This is an optimization exercise on Yosys and OpenROAD, whose aim is small area, a short achievable clock period and few clock cycles, not a production implementation.
Where RTL was checked, it was by simulation tests only, not by an equivalence proof against the original.
No functional check of the RTL was part of run 3.
No activity file was given, so power comes from the tool's default toggle rates.

==> flow/design.v <==
module hufdec_len (
    input  wire [11:0] t,
    output wire        c2, c3, c4, c6, c8, c11, c12
);
  wire ones4 = t[11] & t[10] & t[9] & t[8];
  wire lo30  = ~t[7] & ~t[6] & ~(t[5] & t[4] & t[3] & t[2]);
  assign c2  = ~t[11] & ~t[10];
  assign c3  = ~t[11] &  t[10];
  assign c4  =  t[11] & ~t[10];
  assign c6  =  t[11] &  t[10] & ~t[9];
  assign c8  =  t[11] &  t[10] &  t[9] & ~t[8];
  assign c11 = ones4 &  lo30;
  assign c12 = ones4 & ~lo30;
endmodule
module hufdec_val (
    input  wire [11:0] t,
    input  wire        c3, c4, c6, c8, c11, c12,
    output wire [7:0]  val,
    output wire        eos
);
  wire [7:0] a = ({8{c4}}  & {7'd0, t[8]})   | ({8{c6}}  & {6'd0, t[7:6]}) |
                 ({8{c8}}  & {5'd0, t[6:4]}) | ({8{c11}} & {1'b0, t[7:1]}) |
                 ({8{c12}} & t[7:0]);
  wire       hi11 = t[7] | t[6] | t[5] | (t[4] & t[3] & t[2] & t[1]);    
  wire [7:0] b = ({8{c3}}  & (t[9] ? 8'hFF : 8'h01)) | ({8{c4}}  & (t[9] ? 8'hFD : 8'h02)) |
                 ({8{c6}}  & (t[8] ? 8'hF9 : 8'h04)) | ({8{c8}}  & (t[7] ? 8'hF1 : 8'h08)) |
                 ({8{c11}} & (hi11 ? 8'hD3 : 8'h10)) | ({8{c12}} & 8'hE3);
  wire [7:0] v = a + b;
  assign val = v;
  assign eos = c12 & (&t[7:0]);
endmodule
module hufdec (
    input  wire        clk,
    input  wire        rst,           
    input  wire        cmd_valid,
    output wire        cmd_ready,
    input  wire [1:0]  cmd_op,        
    input  wire [23:0] cmd_arg,
    output reg         out_valid,
    input  wire        out_ready,
    output reg         out_end,       
    output wire [7:0]  out_data,
    output wire [1:0]  out_reason     
);
  localparam W = 24;                  
  localparam CW = 5;
  localparam [1:0] OP_START = 2'd0, OP_BYTE = 2'd1, OP_END = 2'd2;
  reg          rdy;                   
  reg          s_v;                   
  reg  [1:0]   s_op;
  reg  [23:0]  s_arg;
  reg          run;                   
  reg  [W-1:0] bbuf;                  
  reg  [CW-1:0] cnt;
  reg  [23:0]  rem;
  reg          rem1;
  reg          out_lim;               
  reg  [7:0]   o_data;                
  reg          k_v, k_end, k_lim;     
  reg  [7:0]   k_data;
  assign cmd_ready  = rdy;
  assign out_data   = o_data;
  assign out_reason = o_data[1:0];
  wire [11:0] t = bbuf[W-1:W-12];
  wire c2, c3, c4, c6, c8, c11, c12;
  hufdec_len u_len (.t(t), .c2(c2), .c3(c3), .c4(c4), .c6(c6), .c8(c8), .c11(c11), .c12(c12));
  wire [7:0] sym;
  wire       eos;
  hufdec_val u_val (.t(t), .c3(c3), .c4(c4), .c6(c6), .c8(c8), .c11(c11), .c12(c12),
                    .val(sym), .eos(eos));
  wire en   = run & ~k_v;
  wire g2   = en & c2  & (cnt >= 2);
  wire g3   = en & c3  & (cnt >= 3);
  wire g4   = en & c4  & (cnt >= 4);
  wire g6   = en & c6  & (cnt >= 6);
  wire g8   = en & c8  & (cnt >= 8);
  wire g11  = en & c11 & (cnt >= 11);
  wire g12  = en & c12 & (cnt >= 12);
  wire go   = g2 | g3 | g4 | g6 | g8 | g11 | g12;
  wire drained = ~run | ~((c2 & (cnt >= 2)) | (c3 & (cnt >= 3)) | (c4 & (cnt >= 4)) |
                         (c6 & (cnt >= 6)) | (c8 & (cnt >= 8)) | (c11 & (cnt >= 11)) |
                         (c12 & (cnt >= 12)));
  wire s_start = s_v & (s_op == OP_START);
  wire s_byte  = s_v & (s_op == OP_BYTE);
  wire s_end   = s_v & (s_op == OP_END);
  wire ctl_ok  = drained & ~k_v;
  wire do_start = s_start & ctl_ok;
  wire do_end   = s_end & ctl_ok;
  wire room     = (cnt <= W - 8);    
  wire do_byte  = s_byte & room;
  wire s_done   = s_byte ? room : (s_start | s_end) ? ctl_ok : 1'b1;
  wire n_zero   = (s_arg == 24'd0);
  wire sym_byte = go & ~eos;
  wire stop     = (go & eos) | (sym_byte & rem1) | (do_end & run);
  wire [W-1:0] ins = do_byte ? ({s_arg[7:0], {(W-8){1'b0}}} >> cnt) : {W{1'b0}};
  wire [W-1:0] bm  = bbuf | ins;
  wire keep = ~go & ~do_start;
  wire [W-1:0] bbuf_n = ({W{keep}} & bm)        | ({W{g2}}  & (bm << 2))  |
                        ({W{g3}}  & (bm << 3))  | ({W{g4}}  & (bm << 4))  |
                        ({W{g6}}  & (bm << 6))  | ({W{g8}}  & (bm << 8))  |
                        ({W{g11}} & (bm << 11)) | ({W{g12}} & (bm << 12));
  wire [CW-1:0] ci = do_byte ? cnt + 5'd8 : cnt;
  wire [CW-1:0] cnt_d = ({CW{keep}} & ci)          | ({CW{g2}}  & (ci - 5'd2)) |
                        ({CW{g3}}  & (ci - 5'd3))  | ({CW{g4}}  & (ci - 5'd4)) |
                        ({CW{g6}}  & (ci - 5'd6))  | ({CW{g8}}  & (ci - 5'd8)) |
                        ({CW{g11}} & (ci - 5'd11)) | ({CW{g12}} & (ci - 5'd12));
  wire run_n = do_start ? ~n_zero : (run & ~stop);
  wire [CW-1:0] cnt_n = run_n ? cnt_d : {CW{1'b0}};
  wire       push   = go | (do_start & n_zero) | (do_end & run);
  wire       p_end  = ~sym_byte;
  wire       p_lim  = sym_byte & rem1;
  wire [7:0] p_data = sym_byte ? sym : {6'd0, go ? 2'd2 : do_end ? 2'd3 : 2'd1};
  wire out_take = out_valid & out_ready;
  wire out_free = ~out_valid | out_ready;
  wire fire = cmd_valid & rdy;
  wire s_v_n = fire | (s_v & ~s_done);
  wire [1:0] s_op_n = fire ? cmd_op : s_op;
  wire s_ctl_n = s_v_n & ~s_op_n[0];   
  wire s_byte_n = s_v_n & (s_op_n == OP_BYTE);
  wire k_v_n = out_take & out_lim ? k_v | push :
               out_free ? (k_v & push) : (k_v | push);
  wire fits_n = ~run_n | do_start | (keep & (ci <= W - 8)) | (g2 & (ci <= W - 6)) |
                (g3 & (ci <= W - 5)) | (g4 & (ci <= W - 4)) | (g6 & (ci <= W - 2)) |
                g8 | g11 | g12;
  wire rdy_n = s_ctl_n ? (~run_n & ~k_v_n) :
               s_byte_n ? fits_n : 1'b1;
  always @(posedge clk) begin
    if (rst) begin
      rdy       <= 1'b1;
      s_v       <= 1'b0;
      run       <= 1'b0;
      cnt       <= {CW{1'b0}};
      out_valid <= 1'b0;
      k_v       <= 1'b0;
    end else begin
      rdy <= rdy_n;
      s_v <= s_v_n;
      run <= run_n;
      cnt <= cnt_n;
      k_v <= k_v_n;
      if (out_take & out_lim)
        out_valid <= 1'b1;
      else if (out_free)
        out_valid <= k_v | push;
    end
    s_op <= s_op_n;
    if (rdy) s_arg <= cmd_arg;
    bbuf <= bbuf_n;
    if (do_start) begin
      rem  <= s_arg;
      rem1 <= (s_arg == 24'd1);
    end else if (sym_byte) begin
      rem  <= rem - 24'd1;
      rem1 <= (rem == 24'd2);
    end
    if (out_take & out_lim) begin
      out_end     <= 1'b1;
      out_lim     <= 1'b0;
      o_data[1:0] <= 2'd1;
    end else if (out_free) begin
      if (k_v) begin
        out_end <= k_end;
        out_lim <= k_lim;
        o_data  <= k_data;
      end else begin
        out_end <= p_end;
        out_lim <= p_lim;
        o_data  <= p_data;
      end
    end
    if (push) begin
      k_end  <= p_end;
      k_lim  <= p_lim;
      k_data <= p_data;
    end
  end
endmodule
==> flow/flow/run.sh <==
#!/bin/bash
# The standard flow (the standard.sh: ORFS synthesis through finish), with
# repair_timing asked to keep 7 ns of setup slack against the 10 ns clock, so
# that it sizes and buffers the design for a shorter achieved period. The
# clock, I/O delays and all other constraints are the design's own.
bash standard.sh SETUP_SLACK_MARGIN=7 finish > standard.log 2>&1
==> flow/standard.sh <==
#!/bin/bash
# synth_recipe.tcl (not shown) runs the flow's synth.tcl, then flattens the netlist and writes it again
# the make line also repeats each setting of config.mk as NAME=value (left out here)
make -C /OpenROAD-flow-scripts/flow DESIGN_CONFIG=/design/flow/config.mk WORK_HOME=/design/flow/orfs CLKGATE_MAP_FILE= SYNTH_SCRIPT=/design/flow/synth_recipe.tcl "${@:-finish}"
==> flow/config.mk <==
export PLATFORM = sky130hd
export DESIGN_NAME = hufdec
export DESIGN_NICKNAME = hufdec
export VERILOG_FILES = /design/flow/design.v
export SDC_FILE = /design/flow/constraint.sdc
export NUM_CORES = 4
export LEC_CHECK = 0
export ABC_AREA = 1
export CAP_MARGIN = 20
export CORE_MARGIN = 2
export CORE_UTILIZATION = 40
export SLEW_MARGIN = 20
==> flow/constraint.sdc <==
create_clock -name core_clock -period 10.0 [get_ports {clk}]
set_input_delay 2.0000 -clock core_clock [delete_from_list [all_inputs] [get_ports {clk}]]
set_output_delay 2.0000 -clock core_clock [all_outputs]
set_load 0.01 [all_outputs]
==> impl_metrics.ini, run 1 <==
[synthesis]
synth-seq-cells = 105
syn-mean-instance-area_um2 = 7.10
post_synthesis_simple_gate_area_fraction_pct = 31.8
synth-edff-count = 65
fraction_of_synthesis_flops_using_an_asynchronous_set_or_reset_pin_pct = 0
synth_xor_xnor_area_share_pct = 2.61
yosysWarningCount = 1
complex_gate_fraction_of_the_synthesized_area_pct = 14.1
syn_area_um2 = 7390
synth_fp_nets = 1098
synth_top_area_share_pct = 26.4
yosys.cell_types.count = 57
ys_top_cells_by_area = edfxtp_1 (26%), nand2_1 (16%), dfxtp_1 (11%)
main_combinational_cell_family_by_area_after_synthesis = simple AND/OR/NAND/NOR gates
synth-main-ff-cell = edfxtp_1
netlist.top_cell.by_area = edfxtp_1
synth_cells = 1040
muxShareOfSynthArea_pct = 0
post_synthesis_share_of_cell_area_spent_on_full_adders_half_adders_and_majority_gates_pct = 4.84
yosysSeqAreaShare_pct = 37.3

[timing]
min_period_ns = 2.95
final.setup.worst_slack_ns = 7.05
grt_setup_unrepaired = yes
finalHoldViolations = 0
fin_skew_ns = 0.0157
fin_tns_setup_ns = 0
actual_slew_at_the_worst_max_slew_pin_ns = 0.821
relSlewSlack_pct = 45.2
final_max_slew_viol_count = 0
max_freq_mhz = 338
setup_viol = 0
post-route-period-util_pct = 29.5

[power]
power_w = 0.00128
power_per_cell_area_nw_per_um2 = 148
cellLeakagePower_nw = 3.78
power.internal_w = 0.000867
combPwrFrac_pct = 25.7
sw_frac_of_total_pct = 32.4
ir_worst_vdd_v = 0.000119
switchingPower_w = 0.000416
power.clock.fraction_pct = 33.3
sequentialPowerShare_pct = 41.0

[grt]
use_met1_pct = 31.2
antenna_violations_before_repair = 0
vias_in_the_first_global_route = 6394
top_usage_layer = met2
gr_util_met3_pct = 3.65
overall_fraction_of_global_route_tracks_in_use_pct = 22.2
global_route_wire_length_before_repair_mm = 34.5
grt_remaining_overflow = 0
globalRouteMet2Util_pct = 34.5
grt_max_degree = 30

[routing]
number_of_drc_markers_after_the_initial_detailed_route_iteration = 699
routed_wl_mm = 21.9
routedWlPerCell_um = 16.5
dr_total_vias = 7068
drc = 0
final_antenna_net_count = 0
firstDrtPassIters = 5
vias_per_inst = 5.33

[critical_path]
worst_ep_required_time_ns = 8.00
arrival_time_worst_endpoint_ns = 0.95
cp_cell_sequence = clkdlybuf4s15_1
worst_path_max_delay_cell = dfxtp_1
cpPeakStageDelay_ns = 0.36
number_of_buffer_and_inverter_stages_on_the_critical_path = 1
timing.setup.critical_path_class = reg -> out
critical_path_peak_fanout = 3
critPathLaunchType = register
cp-end-kind = output pin
critical_path.top_delay_family = flip-flops

[placed_design]
gp_routability_congestion = 0.953
portBuffers = 42
placement.setup.worst_slack_ns = 6.23
dp_cells = 1287
dpl.hpwl_mm = 15.4

[finish]
mostFrequentLayoutCells = nand2_1 (296), inv_1 (105), nor2_1 (86)
final_nets = 1149
layoutNonFillerInstCount = 1325
antenna_cells_inserted = 0
syn2layout_area_growth_pct = 17.3
layout_commonest_cell = nand2_1
post_route_cells_drive_above_1_share_pct = 14.0

[status]
status = complete, no violations

[floorplanning]
die_area_um2 = 19600
coreArea_um2 = 18000
floorplan.rows = 49
die_w_um = 140
start_util_pct = 41.0
die_height_um = 140
ios = 43

[cts]
cts_htree_levels = 3
cts.reportedPaths.clkPinSlew_ns = 0.07
cts-buffers-inserted = 9
clock_tree.root_cell = clkbuf_16
clkLatencyLatePin_ns = 0.37
cts.sink_count = 105
cts_tree = done
cts-root-to-sink-buffers = 2
hold_bufs_inserted_after_cts = 0

[run]
timing.max_cap.violations = 0

[worst_hold_path]
min_path_type = reg -> reg
[per-layer routing]
| metal | wire length, µm | up-vias |
|---|---|---|
| met5 | 0 | - |
| li1 | - | 3548 |
| met4 | 528 | 0 |
| met3 | 1310 | 37 |
| met2 | 9940 | 258 |
| met1 | 10100 | 3225 |
[repair_timing]
item                                    in CTS  in global routing
gates resized for setup                     52                 59
setup buffers                                6                 14
cloned                                       1                  1
pin swaps                                    8                 18
endpoints found under the setup margin      85                 52
[per-stage QoR]
step	area (µm²)	util (%)	hold WS, ns
CTS	8420	46.7	0.482
floorplan	7390	-	0.450
detailed placement	7950	44.1	0.467
global route	8670	48.1	0.522
global placement	7950	44.1	0.465
finish	8670	48.1	0.480
[kinds of logic after synthesis]
group,Yosys count
simple gates,541
compound gates,183
buf+inv,161
flops,105
fa+ha+maj,28
xor+xnor,22
[power groups by stage]
stage / sequential, W / clock [W] / combinational (W)
after floorplan: 0.000524 / 0 / 0.000191
after global placement: 0.000531 / 0 / 0.000263
after detailed placement: 0.000531 / 0 / 0.000262
after CTS: 0.000524 / 0.000435 / 0.000275
after global routing: 0.000530 / 0.000451 / 0.000368
final: 0.000526 / 0.000427 / 0.000329
[registers in the layout, summed over array words and instances, names as in the netlist, 2 cells and up]
name,flops
o_data,8
s_op,2
cnt,5
rem,24
k_data,8
bbuf,24
s_arg,24
[cell usage after synthesis, drive strengths merged, types with 2 or more instances]
cell and number:
xor2 12, buf 24, a21oi 45, nand3 70
edfxtp 65, nand3b 3, or2 4, o21ai 98
a31oi 3, o21bai 2, nand4 16, a31o 2
nor2 104, clkbuf 5, inv 131, nor4 8
o22ai 5, xnor2 10, a21o 3, o211ai 4
ha 27, nor3 14, o2111ai 4, dfxtp 40
a22oi 6, o221ai 2, and2 2, nand2 319
[layout make-up]
| type | instances | area (µm²) |
|---|---|---|
| clock buffer | 10 | 229 |
| multi-input combinational | 776 | 4140 |
| sequential | 105 | 2790 |
| timing repair buffer | 67 | 582 |
| clock inverter | 6 | 124 |
| tap | 229 | 287 |
| fill | 1867 | 9360 |
| inverter | 132 | 515 |
[worst paths after layout]
kind               end  cells past startpoint      start  slack [ns]
max          out_valid                      1  out_valid        7.05
max reg2reg  o_data[6]                     19   bbuf[22]        7.09
min reg2reg  o_data[1]                      2  o_data[1]        0.48
min          o_data[1]                      2  o_data[1]        0.48
Testbench counts, summed over its fixed seeds: cycles 52,153.
==> run 2, diff against run 1 <==
--- a/flow/design.v
+++ b/flow/design.v
@@ -42,7 +42,7 @@
     output wire [7:0]  out_data,
     output wire [1:0]  out_reason     
 );
-  localparam W = 24;                  
+  localparam W = 22;                  
   localparam CW = 5;
   localparam [1:0] OP_START = 2'd0, OP_BYTE = 2'd1, OP_END = 2'd2;
   reg          rdy;                   
==> impl_metrics.ini, run 2 <==
[status]
status = complete, no violations

[finish]
syn2layout_area_growth_pct = 21.0
stdcell_area_um2 = 8850
layoutNonFillerInstCount = 1303
antenna_cells_inserted = 0
filler_cell_count = 1780
reg.largest.list = rem x24, s_arg x24, bbuf x22
layout_commonest_cell = nand2_1
mostFrequentLayoutCells = nand2_1 (276), nor2_1 (89), inv_1 (82)
final_nets = 1128
post_route_cells_drive_above_1_share_pct = 18.8

[cts]
cts.reportedPaths.clkPinSlew_ns = 0.07
cts-buffers-inserted = 9
cts_tree = done
clkLatencyLatePin_ns = 0.37
cts.sink_count = 103
cts_htree_levels = 3
clock_tree.root_cell = clkbuf_16
cts-root-to-sink-buffers = 2

[floorplanning]
die_w_um = 139
die_height_um = 139
die_area_um2 = 19400
ios = 43
floorplan.rows = 49
start_util_pct = 40.7
coreArea_um2 = 18000

[timing]
post-route-period-util_pct = 29.6
final_max_slew_viol_count = 0
min_period_ns = 2.96
grt_setup_unrepaired = yes
max_freq_mhz = 338
relSlewSlack_pct = 54.6
fin_tns_setup_ns = 0
final.setup.worst_slack_ns = 7.04
setup_viol = 0
actual_slew_at_the_worst_max_slew_pin_ns = 0.675
finalHoldViolations = 0
fin_skew_ns = 0.0143

[placed_design]
gp_routability_congestion = 0.935
dp_cells = 1247
portBuffers = 42
postPlaceCellArea_um2 = 7880
placement.setup.worst_slack_ns = 6.30
dpl.hpwl_mm = 15.0

[routing]
routed_wl_mm = 22.0
dr_total_vias = 7072
final_antenna_net_count = 0
number_of_drc_markers_after_the_initial_detailed_route_iteration = 577
routedWlPerCell_um = 16.9
firstDrtPassIters = 5
drc = 0
vias_per_inst = 5.43

[power]
power.internal_w = 0.000797
sw_frac_of_total_pct = 32.0
combPwrFrac_pct = 23.8
ir_worst_vdd_v = 0.0000903
power_per_cell_area_nw_per_um2 = 133
switchingPower_w = 0.000375
sequentialPowerShare_pct = 44.4
power.clock.fraction_pct = 31.8
cellLeakagePower_nw = 3.73

[synthesis]
main_combinational_cell_family_by_area_after_synthesis = simple AND/OR/NAND/NOR gates
synth_fp_nets = 1060
synth_cells = 1001
yosys.cell_types.count = 57
yosys.cell_count.top_type = nand2_1
post_synthesis_share_of_cell_area_spent_on_full_adders_half_adders_and_majority_gates_pct = 5.07
synth-main-ff-cell = edfxtp_1
ys_top_cells_by_area = edfxtp_1 (27%), nand2_1 (15%), dfxtp_1 (10%)
yosys-top-cells-count = nand2_1 (284), nor2_1 (102), inv_1 (91)
synth_top_area_share_pct = 26.7
syn-mean-instance-area_um2 = 7.30
yosysWarningCount = 1
syn_area_um2 = 7310
synth-edff-count = 65
netlist.top_cell.by_area = edfxtp_1
fraction_of_synthesis_flops_using_an_asynchronous_set_or_reset_pin_pct = 0
synth-seq-cells = 103
synth_xor_xnor_area_share_pct = 2.16
complex_gate_fraction_of_the_synthesized_area_pct = 14.1
post_synthesis_simple_gate_area_fraction_pct = 32.8
yosysSeqAreaShare_pct = 37.1
muxShareOfSynthArea_pct = 0.137

[critical_path]
cp-end-kind = output pin
arrival_time_worst_endpoint_ns = 0.96
number_of_buffer_and_inverter_stages_on_the_critical_path = 1
critical_path.top_delay_family = flip-flops
cpPeakStageDelay_ns = 0.37
critical_path_peak_fanout = 1
worst_ep_required_time_ns = 8.00
cp_cell_sequence = clkdlybuf4s15_1
critPathLaunchType = register
worst_path_max_delay_cell = edfxtp_1
timing.setup.critical_path_class = reg -> out

[worst_hold_path]
min_path_type = reg -> reg

[grt]
overall_fraction_of_global_route_tracks_in_use_pct = 22.0
global_route_wire_length_before_repair_mm = 33.6
vias_in_the_first_global_route = 6372
grt_remaining_overflow = 0
antenna_violations_before_repair = 0
grt_max_degree = 29

[run]
timing.max_cap.violations = 0
run 2: changes by cell type in the layout (fill, tap and decap cells not counted), sizes merged, moves of 4 or more:
| cell | delta |
|---|---|
| nand3 | -9 |
| buf | +18 |
| o21ai | -14 |
| nand2 | -21 |
| a21oi | -14 |
| a22oi | -4 |
| a22o | +4 |
| a31oi | +4 |
| nor3 | +6 |
| or2 | +7 |
| o22ai | +5 |
| nor2 | +12 |
| inv | -21 |
run 2: path summary, 6_finish.rpt:
check	to	slack (ns)	start	cells past startpoint
setup / recovery	out_data[4]	7.04	o_data[4]	1
hold / removal	out_lim	0.49	out_lim	1
setup reg to reg	o_data[7]	7.14	bbuf[12]	19
hold reg to reg	out_lim	0.49	out_lim	1
run 2: repair_timing:
item,in CTS,in global routing
resized for setup,82,61
gates cloned,2,1
pin swaps,15,24
hold buffers,0,0
buffers inserted,17,20
setup endpoints to repair,125,81
run 2: power groups by stage:
stage | sequential (W) | combinational, W | clock, W
after floorplan | 0.000514 | 0.000140 | 0
after global placement | 0.000521 | 0.000202 | 0
after detailed placement | 0.000521 | 0.000201 | 0
after CTS | 0.000514 | 0.000229 | 0.000381
after global routing | 0.000524 | 0.000306 | 0.000398
final | 0.000520 | 0.000280 | 0.000373
run 2: final cells by class:
type,count,area (µm²),share of cell area (%)
Tap cell,229,287,3.24
Clock inverter,6,68.8,0.778
Inverter,114,465,5.26
Multi-Input combinational cell,755,4250,48.1
Sequential cell,103,2750,31.1
Clock buffer,10,239,2.70
Timing Repair Buffer,86,779,8.81
run 2: layer usage:
metal,GRT usage (%),vias to the layer above,routed length [µm]
met1,30.5,3295,10000
li1,-,3481,-
met3,5.21,37,1530
met2,34.3,259,10000
met4,6.43,0,437
met5,0,-,0
run 2: logic make-up after synthesis:
group	after synthesis
AND/OR/NAND/NOR	535
AO/OA/AOI/OAI	170
buffers and inverters	145
flip-flops	103
adder cells (fa/ha/maj)	29
XOR/XNOR	18
multiplexers	1
run 2: per-stage QoR:
stage	total power [W]	hold slack (ns)	utilization [%]
global route	0.00123	0.507	49.2
finish	0.00117	0.493	49.2
CTS	0.00112	0.493	47.5
global placement	0.000723	0.476	43.9
floorplan	0.000654	0.450	-
detailed placement	0.000722	0.472	43.9
Testbench counts of run 2, summed over its fixed seeds: cycles 52,649.
==> run 3, diff against run 2 <==
--- a/flow/design.v
+++ b/flow/design.v
@@ -42,7 +42,7 @@
     output wire [7:0]  out_data,
     output wire [1:0]  out_reason     
 );
-  localparam W = 22;                  
+  localparam W = 24;                  
   localparam CW = 5;
   localparam [1:0] OP_START = 2'd0, OP_BYTE = 2'd1, OP_END = 2'd2;
   reg          rdy;                   
@@ -53,7 +53,8 @@
   reg  [W-1:0] bbuf;                  
   reg  [CW-1:0] cnt;
   reg  [23:0]  rem;
-  reg          rem1;
+  reg          dec_p;
+  reg          eq1, eq2;              
   reg          out_lim;               
   reg  [7:0]   o_data;                
   reg          k_v, k_end, k_lim;     
@@ -90,6 +91,7 @@
   wire do_byte  = s_byte & room;
   wire s_done   = s_byte ? room : (s_start | s_end) ? ctl_ok : 1'b1;
   wire n_zero   = (s_arg == 24'd0);
+  wire rem1     = dec_p ? eq2 : eq1;
   wire sym_byte = go & ~eos;
   wire stop     = (go & eos) | (sym_byte & rem1) | (do_end & run);
   wire [W-1:0] ins = do_byte ? ({s_arg[7:0], {(W-8){1'b0}}} >> cnt) : {W{1'b0}};
@@ -146,12 +148,15 @@
     s_op <= s_op_n;
     if (rdy) s_arg <= cmd_arg;
     bbuf <= bbuf_n;
+    dec_p <= sym_byte;
     if (do_start) begin
-      rem  <= s_arg;
-      rem1 <= (s_arg == 24'd1);
-    end else if (sym_byte) begin
-      rem  <= rem - 24'd1;
-      rem1 <= (rem == 24'd2);
+      rem <= s_arg;
+      eq1 <= (s_arg == 24'd1);
+      eq2 <= (s_arg == 24'd2);
+    end else if (dec_p) begin
+      rem <= rem - 24'd1;
+      eq1 <= (rem == 24'd2);
+      eq2 <= (rem == 24'd3);
     end
     if (out_take & out_lim) begin
       out_end     <= 1'b1;
==> impl_metrics.ini, run 3 <==
[status]
status = complete, no violations

[synthesis]
yosys.cell_types.count = 54
syn_area_um2 = 7510
synth_fp_nets = 1110
yosysWarningCount = 1
yosysSeqAreaShare_pct = 37.3
synth-seq-cells = 107
yosys.cell_count.top_type = nand2_1
ys_top_cells_by_area = edfxtp_1 (26%), nand2_1 (17%), dfxtp_1 (11%)
yosys-top-cells-count = nand2_1 (331), inv_1 (109), nor2_1 (99)
netlist.top_cell.by_area = edfxtp_1
synth_top_area_share_pct = 26.4
fraction_of_synthesis_flops_using_an_asynchronous_set_or_reset_pin_pct = 0
syn-mean-instance-area_um2 = 7.15
synth_cells = 1051
synth-edff-count = 66
synth-main-ff-cell = edfxtp_1

[timing]
fin_tns_setup_ns = 0
post-route-period-util_pct = 29.6
actual_slew_at_the_worst_max_slew_pin_ns = 0.745
final.setup.worst_slack_ns = 7.04
min_period_ns = 2.96
setup_viol = 0
max_freq_mhz = 338
final_max_slew_viol_count = 0
finalHoldViolations = 0
grt_setup_unrepaired = yes
hold-worst-slack_ns = 0.473
fin_skew_ns = 0.0151
relSlewSlack_pct = 50.0

[cts]
cts.sink_count = 107
cts_tree = done
cts_htree_levels = 3
clock_tree.root_cell = clkbuf_16
hold_bufs_inserted_after_cts = 0
cts-root-to-sink-buffers = 2
clkLatencyLatePin_ns = 0.36
cts-buffers-inserted = 9
cts.reportedPaths.clkPinSlew_ns = 0.08

[finish]
reg.largest.list = bbuf x24, rem x24, s_arg x24
layoutNonFillerInstCount = 1356
syn2layout_area_growth_pct = 18.1
final_nets = 1176
mostFrequentLayoutCells = nand2_1 (324), inv_1 (100), nor2_1 (89)
layout_commonest_cell = nand2_1
antenna_cells_inserted = 0
filler_cell_count = 1892
post_route_cells_drive_above_1_share_pct = 15.1

[placed_design]
portBuffers = 42
dpl.hpwl_mm = 16.4
placement.setup.worst_slack_ns = 6.28
dp_cells = 1303
gp_routability_congestion = 0.926

[routing]
number_of_drc_markers_after_the_initial_detailed_route_iteration = 658
dr_total_vias = 7227
drc = 0
routedWlPerCell_um = 17.0
routed_wl_mm = 23.0
final_antenna_net_count = 0
firstDrtPassIters = 6
vias_per_inst = 5.33

[critical_path]
critical_path_peak_fanout = 1
critPathLaunchType = register
worst_ep_required_time_ns = 8.00
timing.setup.critical_path_class = reg -> out
cp_cell_sequence = clkdlybuf4s15_1
number_of_buffer_and_inverter_stages_on_the_critical_path = 1
arrival_time_worst_endpoint_ns = 0.96
critical_path.top_delay_family = flip-flops
cp-end-kind = output pin
critical_path_cell_count = 1
cpPeakStageDelay_ns = 0.37
worst_path_max_delay_cell = edfxtp_1
reg2regPathDepth = 18

[power]
cellLeakagePower_nw = 3.83
combPwrFrac_pct = 22.0
sequentialPowerShare_pct = 47.3
ir_worst_vdd_v = 0.0000678
switchingPower_w = 0.000368
sw_frac_of_total_pct = 32.2
power.clock.fraction_pct = 30.8
power_per_cell_area_nw_per_um2 = 129
power.internal_w = 0.000774

[floorplanning]
die_height_um = 141
coreArea_um2 = 18600
ios = 43
start_util_pct = 40.4
floorplan.rows = 50
die_w_um = 141
die_area_um2 = 19900

[worst_hold_path]
min_path_type = reg -> reg
min_path_cells = 2

[grt]
grt_remaining_overflow = 0
vias_in_the_first_global_route = 6616
grt_max_degree = 29
overall_fraction_of_global_route_tracks_in_use_pct = 23.1
global_route_wire_length_before_repair_mm = 35.9
antenna_violations_before_repair = 0

[run]
timing.max_cap.violations = 0
-- run 3: cell types whose count changed after synthesis, moves of 5 or more --
cell     change
o21ai_2      -5
inv_1       +18
inv_2       -10
o21ai_0     +12
a21oi_1      +5
nor4_1       +7
nand2_1     +47
nor3_1       -9
-- run 3: final timing paths --
path	start	to	slack, ns
max	o_data[6]	out_data[6]	7.04
min	out_end	out_end	0.47
max reg2reg	bbuf[21]	k_data[6]	7.08
min reg2reg	out_end	out_end	0.47
-- run 3: tightest hold or removal path, cell delays in order, from the launching register on --
cell	delay (ns)
dfxtp_1	0.33
nand2_1	0.05
o211ai_1	0.06
-- run 3: metal layers --
| layer | vias up | share of wire (%) | GRT usage (%) |
|---|---|---|---|
| met3 | 32 | 5.7 | 3.87 |
| li1 | 3623 | - | - |
| met4 | 0 | 2.3 | 7.26 |
| met5 | - | 0 | 0 |
| met1 | 3330 | 48 | 33.4 |
| met2 | 242 | 44 | 35.5 |
-- run 3: power by group through the flow --
| stage | sequential, W | combinational, W | clock [W] |
|---|---|---|---|
| global placement | 0.000544 | 0.000206 | 0 |
| CTS | 0.000535 | 0.000219 | 0.000360 |
| floorplan | 0.000536 | 0.000147 | 0 |
| detailed placement | 0.000544 | 0.000207 | 0 |
| finish | 0.000540 | 0.000251 | 0.000351 |
| global route | 0.000544 | 0.000278 | 0.000380 |
-- run 3: kinds of logic after synthesis --
kind of cell | synth area share (%)
adders and majority gates | 4.93
and+or+nand+nor | 34.1
xor gates and xnor gates | 2.56
muxes | 0.150
buffers and inverters | 8.08
DFF | 37.3
AOI/OAI and AO/OA | 12.9
-- run 3: repair_timing --
item | CTS | global route
hold endpoints to repair | 0 | 0
resized for setup | 59 | 66
buffers inserted | 5 | 29
pin swaps | 9 | 27
cloned | 3 | 0
endpoints found under the setup margin | 99 | 78
-- run 3: layout make-up --
class	count	area (µm²)	share of cell area, %
multi-input cells	799	4300	48.4
clock buffers	11	233	2.62
clock inverters	5	50.0	0.564
flip-flops and latches	107	2840	32.0
well taps	234	293	3.30
repair buffers	80	692	7.80
inverters	120	474	5.34
-- run 3: per-stage QoR --
stage | total power (W) | utilization (%) | cell area, µm²
2_1_floorplan | 0.000684 | - | 7520
3_3_place_gp | 0.000751 | 43.6 | 8100
3_5_place_dp | 0.000751 | 43.6 | 8100
4_1_cts | 0.00111 | 45.9 | 8530
5_1_grt | 0.00120 | 47.8 | 8870
6_report | 0.00114 | 47.8 | 8870
==> run 4, diff against run 3 <==
--- a/flow/design.v
+++ b/flow/design.v
@@ -53,8 +53,7 @@
   reg  [W-1:0] bbuf;                  
   reg  [CW-1:0] cnt;
   reg  [23:0]  rem;
-  reg          dec_p;
-  reg          eq1, eq2;              
+  reg          rem1;
   reg          out_lim;               
   reg  [7:0]   o_data;                
   reg          k_v, k_end, k_lim;     
@@ -91,7 +90,6 @@
   wire do_byte  = s_byte & room;
   wire s_done   = s_byte ? room : (s_start | s_end) ? ctl_ok : 1'b1;
   wire n_zero   = (s_arg == 24'd0);
-  wire rem1     = dec_p ? eq2 : eq1;
   wire sym_byte = go & ~eos;
   wire stop     = (go & eos) | (sym_byte & rem1) | (do_end & run);
   wire [W-1:0] ins = do_byte ? ({s_arg[7:0], {(W-8){1'b0}}} >> cnt) : {W{1'b0}};
@@ -148,15 +146,12 @@
     s_op <= s_op_n;
     if (rdy) s_arg <= cmd_arg;
     bbuf <= bbuf_n;
-    dec_p <= sym_byte;
     if (do_start) begin
-      rem <= s_arg;
-      eq1 <= (s_arg == 24'd1);
-      eq2 <= (s_arg == 24'd2);
-    end else if (dec_p) begin
-      rem <= rem - 24'd1;
-      eq1 <= (rem == 24'd2);
-      eq2 <= (rem == 24'd3);
+      rem  <= s_arg;
+      rem1 <= (s_arg == 24'd1);
+    end else if (sym_byte) begin
+      rem  <= rem - 24'd1;
+      rem1 <= (rem == 24'd2);
     end
     if (out_take & out_lim) begin
       out_end     <= 1'b1;
==> flow/flow/run.sh (replaced) <==
#!/bin/bash
# Layout flow: the standard flow (standard.sh, ORFS synthesis to finish)
# with these changes, all inside synthesis mapping and timing repair:
#  - ABC maps the logic with flow/abc_area.script, an area-oriented script
#    (amap), in place of ORFS's abc_area.script; yosys's passes and the
#    flip-flop mapping are the standard ones, so the registers are the same
#  - no full-adder extraction before ABC (ADDER_MAP_FILE empty)
#  - repair_timing keeps SETUP_SLACK_MARGIN ns of setup slack on the 10 ns
#    clock, so it sizes and buffers for a shorter achieved period
# The clock, I/O delays and all other constraints are the design's own.
# Logs: standard.log here, each ORFS step's log under orfs/logs.
set -euo pipefail
W=$PWD
F=$W/flow
MARGIN=${MARGIN:-7}
# ORFS's synth.tcl with the abc call given our script
sed "s#log_cmd abc {\*}\$abc_args#lset abc_args 1 $F/abc_area.script; log_cmd abc {*}\$abc_args#" \
  "$FLOW_HOME/scripts/synth.tcl" > "$W/synth_abc.tcl"
grep -q "lset abc_args 1" "$W/synth_abc.tcl"
# The standard flow's synthesis script, sourcing that copy
sed "s#source \$::env(SCRIPTS_DIR)/synth.tcl#source $W/synth_abc.tcl#" "$W/synth_recipe.tcl" > "$W/synth_top.tcl"
grep -q "synth_abc.tcl" "$W/synth_top.tcl"
bash standard.sh SYNTH_SCRIPT="$W/synth_top.tcl" ADDER_MAP_FILE= \
  SETUP_SLACK_MARGIN=$MARGIN finish > standard.log 2>&1
==> flow/flow/abc_area.script (new file) <==
strash
dc2
dch -f
amap
strash
dc2
dch -f
amap
topo
stime -c
==> impl_metrics.ini, run 4 <==
[status]
status = complete, no violations

[cts]
cts.reportedPaths.clkPinSlew_ns = 0.07
hold_bufs_inserted_after_cts = 0
cts-buffers-inserted = 9
cts_tree = done
clkLatencyLatePin_ns = 0.36
clock_tree.root_cell = clkbuf_16
cts_htree_levels = 3
cts.sink_count = 105
cts-root-to-sink-buffers = 2

[synthesis]
yosys-top-cells-count = nor2_1 (168), clkinv_1 (71), o21ai_0 (66)
yosysWarningCount = 1
synth-edff-count = 65
yosysSeqAreaShare_pct = 47.0
synth_cells = 716
syn-mean-instance-area_um2 = 8.19
synth_xor_xnor_area_share_pct = 0
complex_gate_fraction_of_the_synthesized_area_pct = 25.7
synth_top_area_share_pct = 33.3
ys_top_cells_by_area = edfxtp_1 (33%), dfxtp_1 (14%), nor2_1 (11%)
synth_fp_nets = 746
muxShareOfSynthArea_pct = 0
yosys.cell_types.count = 36
synth-seq-cells = 105
post_synthesis_simple_gate_area_fraction_pct = 22.5
netlist.top_cell.by_area = edfxtp_1
yosys.cell_count.top_type = nor2_1
syn_area_um2 = 5860
main_combinational_cell_family_by_area_after_synthesis = compound AO/OA/AOI/OAI gates
fraction_of_synthesis_flops_using_an_asynchronous_set_or_reset_pin_pct = 0
post_synthesis_share_of_cell_area_spent_on_full_adders_half_adders_and_majority_gates_pct = 0
synth-main-ff-cell = edfxtp_1

[routing]
drc = 0
routed_wl_mm = 21.4
number_of_drc_markers_after_the_initial_detailed_route_iteration = 702
vias_per_inst = 6.11
final_antenna_net_count = 0
dr_total_vias = 6694
routedWlPerCell_um = 19.5
firstDrtPassIters = 5

[floorplanning]
ios = 43
start_util_pct = 40.6
floorplan.rows = 44
coreArea_um2 = 14400
die_height_um = 125
die_area_um2 = 15600
die_w_um = 125

[power]
ir_worst_vdd_v = 0.0000821
cellLeakagePower_nw = 3.01
power_per_cell_area_nw_per_um2 = 129

[timing]
max_freq_mhz = 223
grt_setup_unrepaired = yes
setup_viol = 0
relSlewSlack_pct = 45.4
post-route-period-util_pct = 44.9
min_period_ns = 4.49
actual_slew_at_the_worst_max_slew_pin_ns = 0.815
fin_tns_setup_ns = 0
fin_skew_ns = 0.00998
final_max_slew_viol_count = 0
final.setup.worst_slack_ns = 5.51
finalHoldViolations = 0

[placed_design]
dpl.hpwl_mm = 12.5
portBuffers = 42
placement.setup.worst_slack_ns = 5.17
gp_routability_congestion = 0.954

[finish]
syn2layout_area_growth_pct = 51.0
layout_commonest_cell = nor2_1
mostFrequentLayoutCells = nor2_1 (125), buf_4 (121), edfxtp_1 (65)
antenna_cells_inserted = 0
post_route_cells_drive_above_1_share_pct = 34.8
reg.largest.list = bbuf x24, rem x24, s_arg x24
final_nets = 936

[run]
timing.max_cap.violations = 0

[critical_path]
worst_ep_required_time_ns = 10.11
reg2regPathDepth = 36
critical_path_cell_count = 36
ff2ff_setup_slack_ns = 5.51
timing.setup.critical_path_class = reg -> reg
cpPeakStageDelay_ns = 0.40
number_of_buffer_and_inverter_stages_on_the_critical_path = 15
critical_path_peak_fanout = 3
arrival_time_worst_endpoint_ns = 4.60
critPathLaunchType = register
cp-end-kind = register
crit_top_cell = nor2_4
worst_path_max_delay_cell = edfxtp_1
critical_path.top_delay_family = simple AND/OR/NAND/NOR gates

[worst_hold_path]
min_path_cells = 2
min_path_type = reg -> reg

[grt]
vias_in_the_first_global_route = 6344
antenna_violations_before_repair = 0
global_route_wire_length_before_repair_mm = 32.6
grt_remaining_overflow = 0
overall_fraction_of_global_route_tracks_in_use_pct = 25.7
grt_max_degree = 24
[run 4: cell count changes after synthesis, sizes merged, moves of 13 or more]
cell,change
nand2,-293
inv,-115
clkinv,+66
nand3,-58
nor2,+55
o22ai,+41
ha,-28
o21ai,-23
o22a,+22
buf,-17
nor3,+16
nand4,-15
or3,+13
[run 4: power breakdown]
group | switching, W | internal [W] | total [W]
combinational | 0.000145 | 0.000106 | 0.000251
clock | 0.000160 | 0.000221 | 0.000381
sequential | 0.0000268 | 0.000484 | 0.000511
[run 4: area by class of cell]
type	instances	area (µm²)
clock buffers	12	236
well taps	184	230
fillers	1178	5570
flip-flops and latches	105	2810
inverters	71	407
multi-input cells	541	3590
clock inverters	4	76.3
repair buffers	175	1490
repair inverters	3	20.0
[run 4: cell families after synthesis]
| kind of cell | Yosys count |
|---|---|
| and+or+nand+nor | 302 |
| DFF | 105 |
| buffers and inverters | 73 |
| AOI/OAI and AO/OA | 236 |
[run 4: path summary, 6_finish.rpt]
kind / startpoint / endpoint
setup reg to reg: rem[0] / rem[23]
setup / recovery: rem[0] / rem[23]
hold / removal: out_lim / out_lim
hold reg to reg: out_lim / out_lim
[run 4: metrics by stage]
step	cell area, µm²	hold WS [ns]	util (%)	instances	power [W]
global route	8850	0.479	61.4	1095	0.00118
detailed placement	6760	0.445	46.9	945	0.000660
CTS	8250	0.459	57.2	1056	0.00110
floorplan	6090	0.426	-	716	0.000612
finish	8850	0.453	61.4	1095	0.00114
global placement	6760	0.444	46.9	945	0.000657
[run 4: worst min-delay path: stages (launching register included)]
cell	delay (ns)
dfxtp_1	0.33
nand2_1	0.05
o31ai_1	0.05
[run 4: timing repair]
action | in CTS | in global routing
setup buffers | 89 | 38
cloned | 6 | 1
resized for setup | 169 | 95
pin swaps | 54 | 62
endpoints found under the hold margin | 0 | 0
setup endpoints to repair | 132 | 108
[run 4: per-layer routing]
layer | vias up | wire length [µm] | global-route usage (%)
li1 | 3070 | - | -
met1 | 3165 | 8800 | 34.6
met2 | 382 | 10100 | 41.1
met3 | 77 | 1780 | 5.09
met4 | 0 | 709 | 9.74
met5 | - | 0 | 0
Testbench counts of run 4, summed over its fixed seeds: cycles 52,153.
==> run 5, diff against run 4 <==
--- a/flow/design.v
+++ b/flow/design.v
@@ -42,7 +42,7 @@
     output wire [7:0]  out_data,
     output wire [1:0]  out_reason     
 );
-  localparam W = 24;                  
+  localparam W = 22;                  
   localparam CW = 5;
   localparam [1:0] OP_START = 2'd0, OP_BYTE = 2'd1, OP_END = 2'd2;
   reg          rdy;                   
==> flow/flow/abc_area.script (replaced) <==
strash
dc2
dch -f
map -a -B 0.9
topo
stime -c
buffer -c
upsize -c
dnsize -c
==> impl_metrics.ini, run 5 <==
[cts]
cts-buffers-inserted = 9
cts_htree_levels = 3
hold_bufs_inserted_after_cts = 0
cts-root-to-sink-buffers = 2
cts.reportedPaths.clkPinSlew_ns = 0.07
clkLatencyLatePin_ns = 0.36
cts_tree = done
cts.sink_count = 103
clock_tree.root_cell = clkbuf_16

[synthesis]
yosys.cell_count.top_type = nor2_1
yosysWarningCount = 1
synth_fp_nets = 829
synth-main-ff-cell = edfxtp_1
synth_xor_xnor_area_share_pct = 0.434
syn-mean-instance-area_um2 = 7.57
fraction_of_synthesis_flops_using_an_asynchronous_set_or_reset_pin_pct = 0
main_combinational_cell_family_by_area_after_synthesis = simple AND/OR/NAND/NOR gates
post_synthesis_share_of_cell_area_spent_on_full_adders_half_adders_and_majority_gates_pct = 0
yosys-top-cells-count = nor2_1 (126), nand2_1 (123), inv_1 (120)
synth-seq-cells = 103
yosysSeqAreaShare_pct = 44.8
synth-edff-count = 65
netlist.top_cell.by_area = edfxtp_1
ys_top_cells_by_area = edfxtp_1 (32%), dfxtp_1 (13%), nor2_1 (7.8%)
post_synthesis_simple_gate_area_fraction_pct = 22.9
syn_area_um2 = 6050
yosys.cell_types.count = 48
muxShareOfSynthArea_pct = 0.165
synth_top_area_share_pct = 32.3
complex_gate_fraction_of_the_synthesized_area_pct = 21.7
synth_cells = 799

[grt]
grt_max_degree = 26
vias_in_the_first_global_route = 5615
grt_remaining_overflow = 0
antenna_violations_before_repair = 0
global_route_wire_length_before_repair_mm = 29.7
overall_fraction_of_global_route_tracks_in_use_pct = 23.4

[critical_path]
cp-end-kind = register
timing.rr.end = o_data[7]
critical_path_peak_fanout = 4
critical_path.top_delay_family = simple AND/OR/NAND/NOR gates
arrival_time_worst_endpoint_ns = 3.18
timing.setup.critical_path_class = reg -> reg
cpPeakStageDelay_ns = 0.34
cp_cell_sequence = inv_2 -> nor3_2 -> inv_2 -> nor2_8 -> inv_2 -> nor2_4 -> inv_4 -> buf_4 -> buf_6 -> o221ai_4 -> xnor2_2 -> or2_1 -> nand2_2 -> nand2_2 -> nor2_2 -> inv_2 -> or2_4 -> nand2_4 -> nand2_4 -> o221ai_2 -> nand2_1 -> nand3_2 -> nand2_1
reg2regPathDepth = 23
worst_path_max_delay_cell = dfxtp_2
worst_ep_required_time_ns = 10.11
ff2ff_setup_slack_ns = 6.93
crit_top_cell = inv_2
critical_path.reg2reg.startpoint = bbuf[19]
critPathLaunchType = register
number_of_buffer_and_inverter_stages_on_the_critical_path = 7

[finish]
layout_commonest_cell = nand2_1
antenna_cells_inserted = 0
final_nets = 939
filler_cell_count = 1345
mostFrequentLayoutCells = nand2_1 (110), inv_1 (106), nor2_1 (100)
post_route_cells_drive_above_1_share_pct = 23.5
reg.largest.list = rem x24, s_arg x24, bbuf x22
seq_area_um2 = 2730
stdcell_area_um2 = 8100
syn2layout_area_growth_pct = 33.8
multiInputGateArea_um2 = 3140
core_util_final_pct = 55.3

[routing]
dr_wl_met3_mm = 1.65
number_of_drc_markers_after_the_initial_detailed_route_iteration = 719
drc = 0
routed_wl_mm = 19.7
final_antenna_net_count = 0
routedWlPerCell_um = 17.9
wire_length_on_met2_mm = 8.69
dr_total_vias = 6344
wl_met1_mm = 8.62
firstDrtPassIters = 10
vias_per_inst = 5.78
topRoutingLayerUsed = met4

[floorplanning]
coreArea_um2 = 14600
die_area_um2 = 16100
floorplan.rows = 44
die_w_um = 127
ios = 43
start_util_pct = 41.3
die_height_um = 127

[timing]
grt_setup_unrepaired = yes
fin_tns_setup_ns = 0
final_max_slew_viol_count = 0
finalHoldViolations = 0
post-route-period-util_pct = 30.7
min_period_ns = 3.07
fin_skew_ns = 0.00973
setup_viol = 0
max_freq_mhz = 326
relSlewSlack_pct = 43.3
hold-worst-slack_ns = 0.491
actual_slew_at_the_worst_max_slew_pin_ns = 0.846

[worst_hold_path]
min_path_type = reg -> reg
hold_end = o_data[1]
min_path_cells = 2
min_from = o_data[1]

[placed_design]
postPlaceCellArea_um2 = 6640
dpl.hpwl_mm = 13.1
gp_routability_congestion = 1.06
portBuffers = 42

[power]
cellLeakagePower_nw = 3.26
sequentialPowerShare_pct = 40.7
sw_frac_of_total_pct = 31.2
combPwrFrac_pct = 30.1
power.internal_w = 0.000863
ir_worst_vdd_v = 0.0000937
switchingPower_w = 0.000391
power.clock.fraction_pct = 29.2
power_per_cell_area_nw_per_um2 = 155

[status]
status = complete, no violations

[run]
timing.max_cap.violations = 0
## run 5: kinds of logic (layout without fill, tap and decap cells)
family | count (synthesis) | after routing
AOI/OAI and AO/OA | 213 | 213
xor gates and xnor gates | 3 | 3
buffers and inverters | 155 | 270
DFF | 103 | 103
muxes | 1 | 1
and+or+nand+nor | 324 | 324
## run 5: metrics by stage
step | instances | setup WS [ns] | power [W]
after CTS | 1063 | 6.93 | 0.00118
final | 1098 | 6.93 | 0.00125
after floorplan | 799 | 6.87 | 0.000666
after global routing | 1098 | 6.64 | 0.00131
after detailed placement | 1005 | 5.98 | 0.000735
after global placement | 1005 | 5.98 | 0.000734
## run 5: layout make-up
type | instances | area share, %
flip-flops and latches | 103 | 33.8
clock buffers | 12 | 3.17
repair buffers | 123 | 14.3
clock inverters | 4 | 0.634
inverters | 131 | 6.52
multi-input cells | 541 | 38.7
well taps | 184 | 2.84
## run 5: power by group through the flow
| stage | sequential, W | clock [W] | combinational, W |
|---|---|---|---|
| finish | 0.000510 | 0.000366 | 0.000377 |
| global route | 0.000514 | 0.000390 | 0.000405 |
| CTS | 0.000507 | 0.000373 | 0.000297 |
| detailed placement | 0.000516 | 0 | 0.000218 |
| global placement | 0.000515 | 0 | 0.000220 |
| floorplan | 0.000509 | 0 | 0.000156 |
## run 5: worst register-to-register path, delay by kind of cell (launching register included)
kind	cells	cell delay [ns]
buffers and inverters	7	0.54
AO/OA/AOI/OAI	2	0.36
AND/OR/NAND/NOR	13	1.50
XOR/XNOR	1	0.10
flip-flops	1	0.34
## run 5: what timing repair did
| item | 4_1_cts | 5_1_grt |
|---|---|---|
| resized for setup | 95 | 100 |
| gates cloned | 2 | 1 |
| endpoints found under the setup margin | 116 | 87 |
| buffers inserted | 40 | 34 |
| pin swaps | 17 | 34 |
## run 5: layer usage
metal / vias up / GRT usage [%]
li1: 2982 / -
met1: 2913 / 33.1
met2: 379 / 35.3
met3: 70 / 4.44
met4: 0 / 9.89
met5: - / 0
## run 5: worst max path at each step
stage / start / to / depth (start not counted)
after global placement: cnt[2] / bbuf[13] / 16
final: bbuf[19] / o_data[7] / 23
after floorplan: cmd_valid / rdy / 10
after global routing: rem[1] / rem[23] / 26
after detailed placement: cnt[2] / bbuf[10] / 16
after CTS: bbuf[20] / o_data[7] / 24
Testbench counts of run 5, summed over its fixed seeds: cycles 52,649.
==> run 6, diff against run 5 <==
==> flow/flow/abc_area.script (replaced) <==
strash
dc2
dch -f
map
topo
stime -c
buffer -c
upsize -c
dnsize -c
==> impl_metrics.ini, run 6 <==
[finish]
core_util_final_pct = 46.6
post_route_cells_drive_above_1_share_pct = 14.0
final_nets = 830
mostFrequentLayoutCells = nand2_1 (109), nor2_1 (87), edfxtp_1 (65)
antenna_cells_inserted = 0
reg.largest.list = rem x24, s_arg x24, bbuf x22
filler_cell_count = 1533
layout_commonest_cell = nand2_1
syn2layout_area_growth_pct = 15.0

[power]
ir_worst_vdd_v = 0.0000902
cellLeakagePower_nw = 2.78
power_w = 0.00105
power_per_cell_area_nw_per_um2 = 143

[grt]
overall_fraction_of_global_route_tracks_in_use_pct = 22.9
grt_remaining_overflow = 0
grt_max_degree = 54
top_usage_layer = met2
antenna_violations_before_repair = 0
globalRouteMet2Util_pct = 35.3
vias_in_the_first_global_route = 5719
global_route_wire_length_before_repair_mm = 30.1
gr_util_met3_pct = 5.82
use_met1_pct = 31.0

[floorplanning]
floorplan.rows = 46
coreArea_um2 = 15800
die_w_um = 130
die_area_um2 = 17000
die_height_um = 130
start_util_pct = 40.5
ios = 43

[timing]
max_freq_mhz = 336
fin_skew_ns = 0.00979
hold-worst-slack_ns = 0.482
final.setup.worst_slack_ns = 7.02
actual_slew_at_the_worst_max_slew_pin_ns = 0.741
final_max_slew_viol_count = 0
min_period_ns = 2.98
fin_tns_setup_ns = 0
setup_viol = 0
grt_setup_unrepaired = yes
relSlewSlack_pct = 50.4
post-route-period-util_pct = 29.8
finalHoldViolations = 0

[synthesis]
syn_area_um2 = 6390
synth_top_area_share_pct = 30.5
yosysSeqAreaShare_pct = 42.4
synth-edff-count = 65
synth_cells = 767
ys_top_cells_by_area = edfxtp_1 (31%), dfxtp_1 (12%), nand2_1 (6.6%)
netlist.top_cell.by_area = edfxtp_1
yosysWarningCount = 1
yosys.cell_count.top_type = nand2_1
syn-mean-instance-area_um2 = 8.34
fraction_of_synthesis_flops_using_an_asynchronous_set_or_reset_pin_pct = 0
yosys.cell_types.count = 69
yosys-top-cells-count = nand2_1 (113), nor2_1 (90), edfxtp_1 (65)
synth-main-ff-cell = edfxtp_1
synth-seq-cells = 103
synth_fp_nets = 797

[placed_design]
dpl.hpwl_mm = 13.7
gp_routability_congestion = 1.07
portBuffers = 42
placement.setup.worst_slack_ns = 6.14

[cts]
cts-root-to-sink-buffers = 2
cts-buffers-inserted = 9
clock_tree.root_cell = clkbuf_16
cts.reportedPaths.clkPinSlew_ns = 0.07
cts_htree_levels = 3
hold_bufs_inserted_after_cts = 0
cts_tree = done
cts.sink_count = 103
clkLatencyLatePin_ns = 0.37

[run]
timing.max_cap.violations = 0

[critical_path]
cp_cell_sequence = dlygate4sd2_1
ff2ff_setup_slack_ns = 7.14
number_of_buffer_and_inverter_stages_on_the_critical_path = 1
worst_path_max_delay_cell = dfxtp_1
critical_path.top_delay_family = flip-flops
arrival_time_worst_endpoint_ns = 0.98
worst_ep_required_time_ns = 8.00
critPathLaunchType = register
cp-end-kind = output pin
critical_path.reg2reg.startpoint = k_v
timing.rr.end = cnt[1]
cpPeakStageDelay_ns = 0.35
critical_path_peak_fanout = 3
timing.setup.critical_path_class = reg -> out
reg2regPathDepth = 10

[routing]
vias_per_inst = 6.07
routedWlPerCell_um = 19.0
number_of_drc_markers_after_the_initial_detailed_route_iteration = 758
dr_total_vias = 6202
routed_wl_mm = 19.4
drc = 0
final_antenna_net_count = 0
firstDrtPassIters = 8

[worst_hold_path]
min_path_cells = 2
min_path_type = reg -> reg
min_from = o_data[1]
hold_end = o_data[1]

[status]
status = complete, no violations
## run 6: cell count changes after synthesis, moves of 10 or more
| cell | change |
|---|---|
| nand4_1 | +11 |
| o22ai_1 | -13 |
| nor2_1 | -36 |
| inv_1 | -56 |
| nand2_1 | -10 |
| o21ai_1 | +11 |
## run 6: worst max-delay path by stage
stage | start | endpoint | slack, ns | depth (start not counted)
floorplan | cmd_valid | rdy | 7.02 | 8
global placement | rdy | cmd_ready | 6.25 | 1
detailed placement | cnt[2] | rem[9] | 6.14 | 8
CTS | rdy | cmd_ready | 6.75 | 1
global route | o_data[1] | out_reason[1] | 6.96 | 1
finish | o_data[1] | out_reason[1] | 7.02 | 1
## run 6: final cells by class
cell class / count / area [µm²] / share of cell area [%]
multi-input cells: 562 / 3310 / 45.0
flip-flops and latches: 103 / 2730 / 37.1
repair buffers: 49 / 452 / 6.14
inverters: 75 / 284 / 3.86
well taps: 216 / 270 / 3.67
clock buffers: 9 / 225 / 3.06
clock inverters: 7 / 88.8 / 1.21
## run 6: power breakdown
group	internal, W	switching [W]	total [W]	leakage, nW
combinational	0.0000588	0.000101	0.000160	1.65
sequential	0.000473	0.0000399	0.000513	0.973
clock	0.000201	0.000181	0.000382	0.152
## run 6: per-stage QoR
step	instances	area (µm²)
after floorplan	767	6400
after global placement	999	6950
after detailed placement	999	6950
after CTS	1020	7350
after global routing	1021	7350
final	1021	7350
## run 6: cells by family (layout without fill, tap and decap cells)
kind of cell              Yosys count  after routing  share of synthesized area (%)
AOI/OAI and AO/OA                 233            233                           24.7
xor gates and xnor gates            8              8                           1.10
buffers and inverters             102            140                           6.75
DFF                               103            103                           42.4
muxes                               1              1                          0.176
and+or+nand+nor                   320            320                           24.9
## run 6: worst min-delay path, delay by kind of cell (launching register included)
kind / cells / cell delay, ns
flip-flops: 1 / 0.32
AO/OA/AOI/OAI: 1 / 0.05
AND/OR/NAND/NOR: 1 / 0.06
## run 6: timing repair
action / in CTS / in global routing
buffers inserted: 5 / 1
endpoints found under the setup margin: 92 / 69
pin swaps: 2 / 3
gates resized for setup: 36 / 20
## run 6: metal layers
layer / vias to the layer above / share of wire, %
met2: 312 / 45
met3: 71 / 7.9
li1: 2866 / -
met5: - / 0
met1: 2953 / 44
met4: 0 / 2.7
==> run 7, diff against run 6 <==
==> flow/flow/run.sh (replaced) <==
#!/bin/bash
# Layout flow: the standard flow (standard.sh, ORFS synthesis to finish)
# with these changes, all inside synthesis mapping and timing repair:
#  - ABC maps the logic with flow/abc_area.script in place of ORFS's
#    abc_area.script; yosys's passes and the flip-flop mapping are the
#    standard ones, so the registers are the same
#  - no full-adder extraction before ABC (ADDER_MAP_FILE empty)
#  - repair_timing keeps MARGIN ns of setup slack on the 10 ns clock, so it
#    sizes and buffers for a shorter achieved period
# The clock, I/O delays and all other constraints are the design's own.
# Logs: standard.log here, each ORFS step's log under orfs/logs.
set -euo pipefail
W=$PWD
F=$W/flow
MARGIN=7.2
# ORFS's synth.tcl with the abc call given our script
sed "s#log_cmd abc {\*}\$abc_args#lset abc_args 1 $F/abc_area.script; log_cmd abc {*}\$abc_args#" \
  "$FLOW_HOME/scripts/synth.tcl" > "$W/synth_abc.tcl"
grep -q "lset abc_args 1" "$W/synth_abc.tcl"
# The standard flow's synthesis script, sourcing that copy
sed "s#source \$::env(SCRIPTS_DIR)/synth.tcl#source $W/synth_abc.tcl#" "$W/synth_recipe.tcl" > "$W/synth_top.tcl"
grep -q "synth_abc.tcl" "$W/synth_top.tcl"
bash standard.sh SYNTH_SCRIPT="$W/synth_top.tcl" ADDER_MAP_FILE= \
  SETUP_SLACK_MARGIN=$MARGIN finish > standard.log 2>&1
==> impl_metrics.ini, run 7 <==
[grt]
vias_in_the_first_global_route = 5791
grt_max_degree = 54
global_route_wire_length_before_repair_mm = 30.3
overall_fraction_of_global_route_tracks_in_use_pct = 22.8
grt_remaining_overflow = 0
antenna_violations_before_repair = 0

[synthesis]
synth-seq-cells = 103
yosys.cell_count.top_type = nand2_1
syn_area_um2 = 6390
synth_top_area_share_pct = 30.5
yosysSeqAreaShare_pct = 42.4
yosys.cell_types.count = 69
synth_cells = 767
fraction_of_synthesis_flops_using_an_asynchronous_set_or_reset_pin_pct = 0
synth-edff-count = 65
syn-mean-instance-area_um2 = 8.34
synth-main-ff-cell = edfxtp_1
ys_top_cells_by_area = edfxtp_1 (31%), dfxtp_1 (12%), nand2_1 (6.6%)
yosysWarningCount = 1
yosys-top-cells-count = nand2_1 (113), nor2_1 (90), edfxtp_1 (65)
netlist.top_cell.by_area = edfxtp_1
synth_fp_nets = 797

[critical_path]
worst_ep_required_time_ns = 8.00
cpPeakStageDelay_ns = 0.37
worst_path_max_delay_cell = edfxtp_1
cp-end-kind = output pin
cp_cell_sequence = buf_2
critPathLaunchType = register
number_of_buffer_and_inverter_stages_on_the_critical_path = 1
critical_path.top_delay_family = flip-flops
critical_path_peak_fanout = 1
arrival_time_worst_endpoint_ns = 0.88
timing.setup.critical_path_class = reg -> out

[timing]
post-route-period-util_pct = 28.8
actual_slew_at_the_worst_max_slew_pin_ns = 0.708
fin_skew_ns = 0.0101
max_freq_mhz = 347
relSlewSlack_pct = 52.6
final_max_slew_viol_count = 0
finalHoldViolations = 0
grt_setup_unrepaired = yes
min_period_ns = 2.88
fin_tns_setup_ns = 0
setup_viol = 0

[floorplanning]
start_util_pct = 40.5
die_height_um = 130
floorplan.rows = 46
die_w_um = 130
coreArea_um2 = 15800
die_area_um2 = 17000
ios = 43

[finish]
mostFrequentLayoutCells = nand2_1 (108), nor2_1 (87), edfxtp_1 (65)
post_route_cells_drive_above_1_share_pct = 16.4
reg.largest.list = rem x24, s_arg x24, bbuf x22
layout_commonest_cell = nand2_1
core_util_final_pct = 47.4
final_nets = 831
antenna_cells_inserted = 0
filler_cell_count = 1596
syn2layout_area_growth_pct = 16.9

[cts]
clock_tree.root_cell = clkbuf_16
cts_tree = done
cts.reportedPaths.clkPinSlew_ns = 0.07
cts.sink_count = 103
clkLatencyLatePin_ns = 0.36
cts_htree_levels = 3
cts-root-to-sink-buffers = 2
cts-buffers-inserted = 9

[placed_design]
portBuffers = 42
dpl.hpwl_mm = 13.8
gp_routability_congestion = 1.01

[routing]
final_antenna_net_count = 0
drc = 0
dr_total_vias = 6172
routed_wl_mm = 19.1
routedWlPerCell_um = 18.7
firstDrtPassIters = 6
number_of_drc_markers_after_the_initial_detailed_route_iteration = 740
vias_per_inst = 6.04

[worst_hold_path]
min_path_type = reg -> reg

[power]
ir_worst_vdd_v = 0.0000779
cellLeakagePower_nw = 2.81
power_per_cell_area_nw_per_um2 = 140

[run]
timing.max_cap.violations = 0

[status]
status = complete, no violations
[run 7: worst paths after layout]
check | startpoint | end | slack, ns | cells after the start
setup / recovery | o_data[4] | out_data[4] | 7.12 | 1
hold / removal | out_end | out_end | 0.48 | 2
setup reg to reg | cnt[2] | bbuf[16] | 7.32 | 8
hold reg to reg | out_end | out_end | 0.48 | 2
[run 7: repair_timing]
item / in CTS / in global routing
setup buffers: 6 / 1
endpoints found under the setup margin: 124 / 74
hold buffers: 0 / 0
pin swaps: 5 / 3
resized for setup: 94 / 16
[run 7: layout make-up]
| class | count | area (µm²) | share of cell area, % |
|---|---|---|---|
| Sequential cell | 103 | 2740 | 36.6 |
| Inverter | 75 | 288 | 3.85 |
| Multi-Input combinational cell | 562 | 3380 | 45.2 |
| Tap cell | 216 | 270 | 3.62 |
| Timing Repair Buffer | 50 | 490 | 6.56 |
| Clock inverter | 6 | 80.1 | 1.07 |
| Clock buffer | 10 | 229 | 3.06 |
[run 7: routing by layer]
| metal | share of wire (%) | track usage, % | vias to the layer above |
|---|---|---|---|
| met2 | 45 | 34.2 | 346 |
| li1 | - | - | 2871 |
| met4 | 2.5 | 9.20 | 0 |
| met5 | 0 | 0 | - |
| met1 | 44 | 31.8 | 2900 |
| met3 | 8.5 | 5.58 | 55 |
[run 7: power by group]
part           internal, W  switching [W]  leakage [nW]  total, W
Clock             0.000198       0.000173         0.146  0.000372
Sequential        0.000473      0.0000407         0.975  0.000514
Combinational    0.0000595       0.000102          1.69  0.000162
Total             0.000731       0.000317          2.81   0.00105
[run 7: stage by stage]
step | hold WS, ns | instance area [µm²] | total power, W | cells | setup WS [ns]
2_1_floorplan | 0.472 | 6420 | 0.000622 | 767 | 7.10
3_3_place_gp | 0.476 | 6970 | 0.000674 | 999 | 6.32
3_5_place_dp | 0.474 | 6970 | 0.000675 | 999 | 6.16
4_1_cts | 0.487 | 7410 | 0.00105 | 1021 | 7.10
5_1_grt | 0.511 | 7470 | 0.00109 | 1022 | 7.09
6_report | 0.478 | 7470 | 0.00105 | 1022 | 7.12
[run 7: kinds of logic (layout without fill, tap and decap cells)]
family / Yosys count / in the layout / share of synthesized area, %
XOR/XNOR: 8 / 8 / 1.10
flip-flops: 103 / 103 / 42.4
buffers and inverters: 102 / 141 / 6.75
AND/OR/NAND/NOR: 320 / 320 / 24.9
multiplexers: 1 / 1 / 0.176
AO/OA/AOI/OAI: 233 / 233 / 24.7
==> run 8, diff against run 7 <==
--- a/flow/flow/run.sh
+++ b/flow/flow/run.sh
@@ -12,7 +12,7 @@
 set -euo pipefail
 W=$PWD
 F=$W/flow
-MARGIN=7.2
+MARGIN=7.4
 # ORFS's synth.tcl with the abc call given our script
 sed "s#log_cmd abc {\*}\$abc_args#lset abc_args 1 $F/abc_area.script; log_cmd abc {*}\$abc_args#" \
   "$FLOW_HOME/scripts/synth.tcl" > "$W/synth_abc.tcl"
==> impl_metrics.ini, run 8 <==
[finish]
multiInputGateArea_um2 = 3570
syn2layout_area_growth_pct = 22.0
mostFrequentLayoutCells = nand2_1 (107), nor2_1 (87), edfxtp_1 (65)
core_util_final_pct = 49.5
filler_cell_count = 1510
seq_area_um2 = 2750
antenna_cells_inserted = 0
post_route_cells_drive_above_1_share_pct = 20.7
layout_commonest_cell = nand2_1
final_nets = 852

[synthesis]
synth-seq-cells = 103
synth_top_area_share_pct = 30.5
netlist.top_cell.by_area = edfxtp_1
yosysWarningCount = 1
synth-main-ff-cell = edfxtp_1
yosys-top-cells-count = nand2_1 (113), nor2_1 (90), edfxtp_1 (65)
synth_cells = 767
syn_area_um2 = 6390
synth_fp_nets = 797
fraction_of_synthesis_flops_using_an_asynchronous_set_or_reset_pin_pct = 0
synth-edff-count = 65

[routing]
routedWlPerCell_um = 19.5
number_of_drc_markers_after_the_initial_detailed_route_iteration = 660
dr_total_vias = 6317
vias_per_inst = 6.06
topRoutingLayerUsed = met4
wl_met1_mm = 8.63
final_antenna_net_count = 0

[power]
cellLeakagePower_nw = 2.96
power.clock.fraction_pct = 33.1
power.internal_w = 0.000708
sw_frac_of_total_pct = 30.8
sequentialPowerShare_pct = 50.1
power_per_cell_area_nw_per_um2 = 131
combPwrFrac_pct = 16.8

[critical_path]
number_of_buffer_and_inverter_stages_on_the_critical_path = 1
cp_cell_sequence = buf_2
arrival_time_worst_endpoint_ns = 0.86
cp-end-kind = output pin
cpPeakStageDelay_ns = 0.36
critical_path_cell_count = 1
critPathLaunchType = register
critical_path_peak_fanout = 1
reg2regPathDepth = 10

[floorplanning]
die_height_um = 130
ios = 43
die_w_um = 130
floorplan.rows = 46

[timing]
relSlewSlack_pct = 26.8
post-route-period-util_pct = 28.6
final_max_slew_viol_count = 0
max_freq_mhz = 350
actual_slew_at_the_worst_max_slew_pin_ns = 1.09
grt_setup_unrepaired = yes
finalHoldViolations = 0
setup_viol = 0

[placed_design]
dpl.hpwl_mm = 14.1
gp_routability_congestion = 0.969

[cts]
hold_bufs_inserted_after_cts = 0
cts-buffers-inserted = 9
cts_tree = done
clkLatencyLatePin_ns = 0.36
cts.reportedPaths.clkPinSlew_ns = 0.07
clock_tree.root_cell = clkbuf_16

[grt]
grt_remaining_overflow = 0
grt_max_degree = 28
global_route_wire_length_before_repair_mm = 31.3

[worst_hold_path]
min_path_type = reg -> reg
min_path_cells = 2

[run]
timing.max_cap.violations = 0

[status]
status = complete, no violations
==> run 8: path summary, 6_finish.rpt <==
path                                 from          end  slack, ns
worst max-delay path            o_data[6]  out_data[6]       7.14
worst min register to register  o_data[1]    o_data[1]       0.50
worst min-delay path            o_data[1]    o_data[1]       0.50
worst max register to register        s_v          rdy       7.44
==> run 8: layout make-up <==
cell class,instances,area share (%)
clock buffer,9,2.89
clock inverter,7,0.722
inverter,75,3.83
multi-input combinational,566,45.7
sequential,103,35.2
tap,216,3.46
timing repair buffer,67,8.13
==> run 8: tightest hold or removal path: cells and delay by family, from the launching register on <==
kind | cells | cell delay (ns)
DFF | 1 | 0.34
and+or+nand+nor | 1 | 0.06
AOI/OAI and AO/OA | 1 | 0.05
==> run 8: logic make-up (layout without fill, tap and decap cells) <==
kind of cell,after synthesis,in the layout,share of synthesized area (%)
compound gates,233,233,24.7
simple gates,320,324,24.9
mux,1,1,0.176
xor+xnor,8,8,1.10
buf+inv,102,158,6.75
flops,103,103,42.4
==> run 8: routing by layer <==
layer / up-vias / track usage (%)
li1: 2926 / -
met1: 3017 / 32.6
met2: 322 / 37.2
met3: 52 / 5.66
met4: 0 / 9.82
met5: - / 0
==> run 8: power groups by stage <==
| stage | Combinational (W) | Clock [W] | Sequential (W) |
|---|---|---|---|
| 4_1_cts | 0.000162 | 0.000348 | 0.000510 |
| 3_5_place_dp | 0.000156 | 0 | 0.000520 |
| 5_1_grt | 0.000189 | 0.000363 | 0.000516 |
| 2_1_floorplan | 0.000117 | 0 | 0.000505 |
| 6_report | 0.000172 | 0.000339 | 0.000513 |
| 3_3_place_gp | 0.000155 | 0 | 0.000518 |
==> run 8: stage by stage <==
step	setup slack, ns	instance area, µm²	hold slack, ns	power [W]	std cells
final	7.14	7800	0.496	0.00102	1043
after global routing	7.09	7800	0.516	0.00107	1043
after CTS	7.12	7480	0.500	0.00102	1025
after detailed placement	5.95	6990	0.487	0.000676	998
after global placement	6.06	6990	0.472	0.000674	998
after floorplan	7.11	6450	0.482	0.000622	767
==> run 8: timing repair <==
action | 4_1_cts | 5_1_grt
endpoints found under the setup margin | 133 | 101
gates cloned | 2 | 2
pin swaps | 7 | 8
resized for setup | 106 | 33
buffers inserted | 9 | 16

Re-timed with assumed drivers on the ports (clkbuf_16 on the clock, buf_2 on other inputs), run 8 has 7.096 ns of setup slack against 7.140 ns with ideal ports, and 6.833 ns once port delays also move by the mid clock arrival of 0.396 ns.
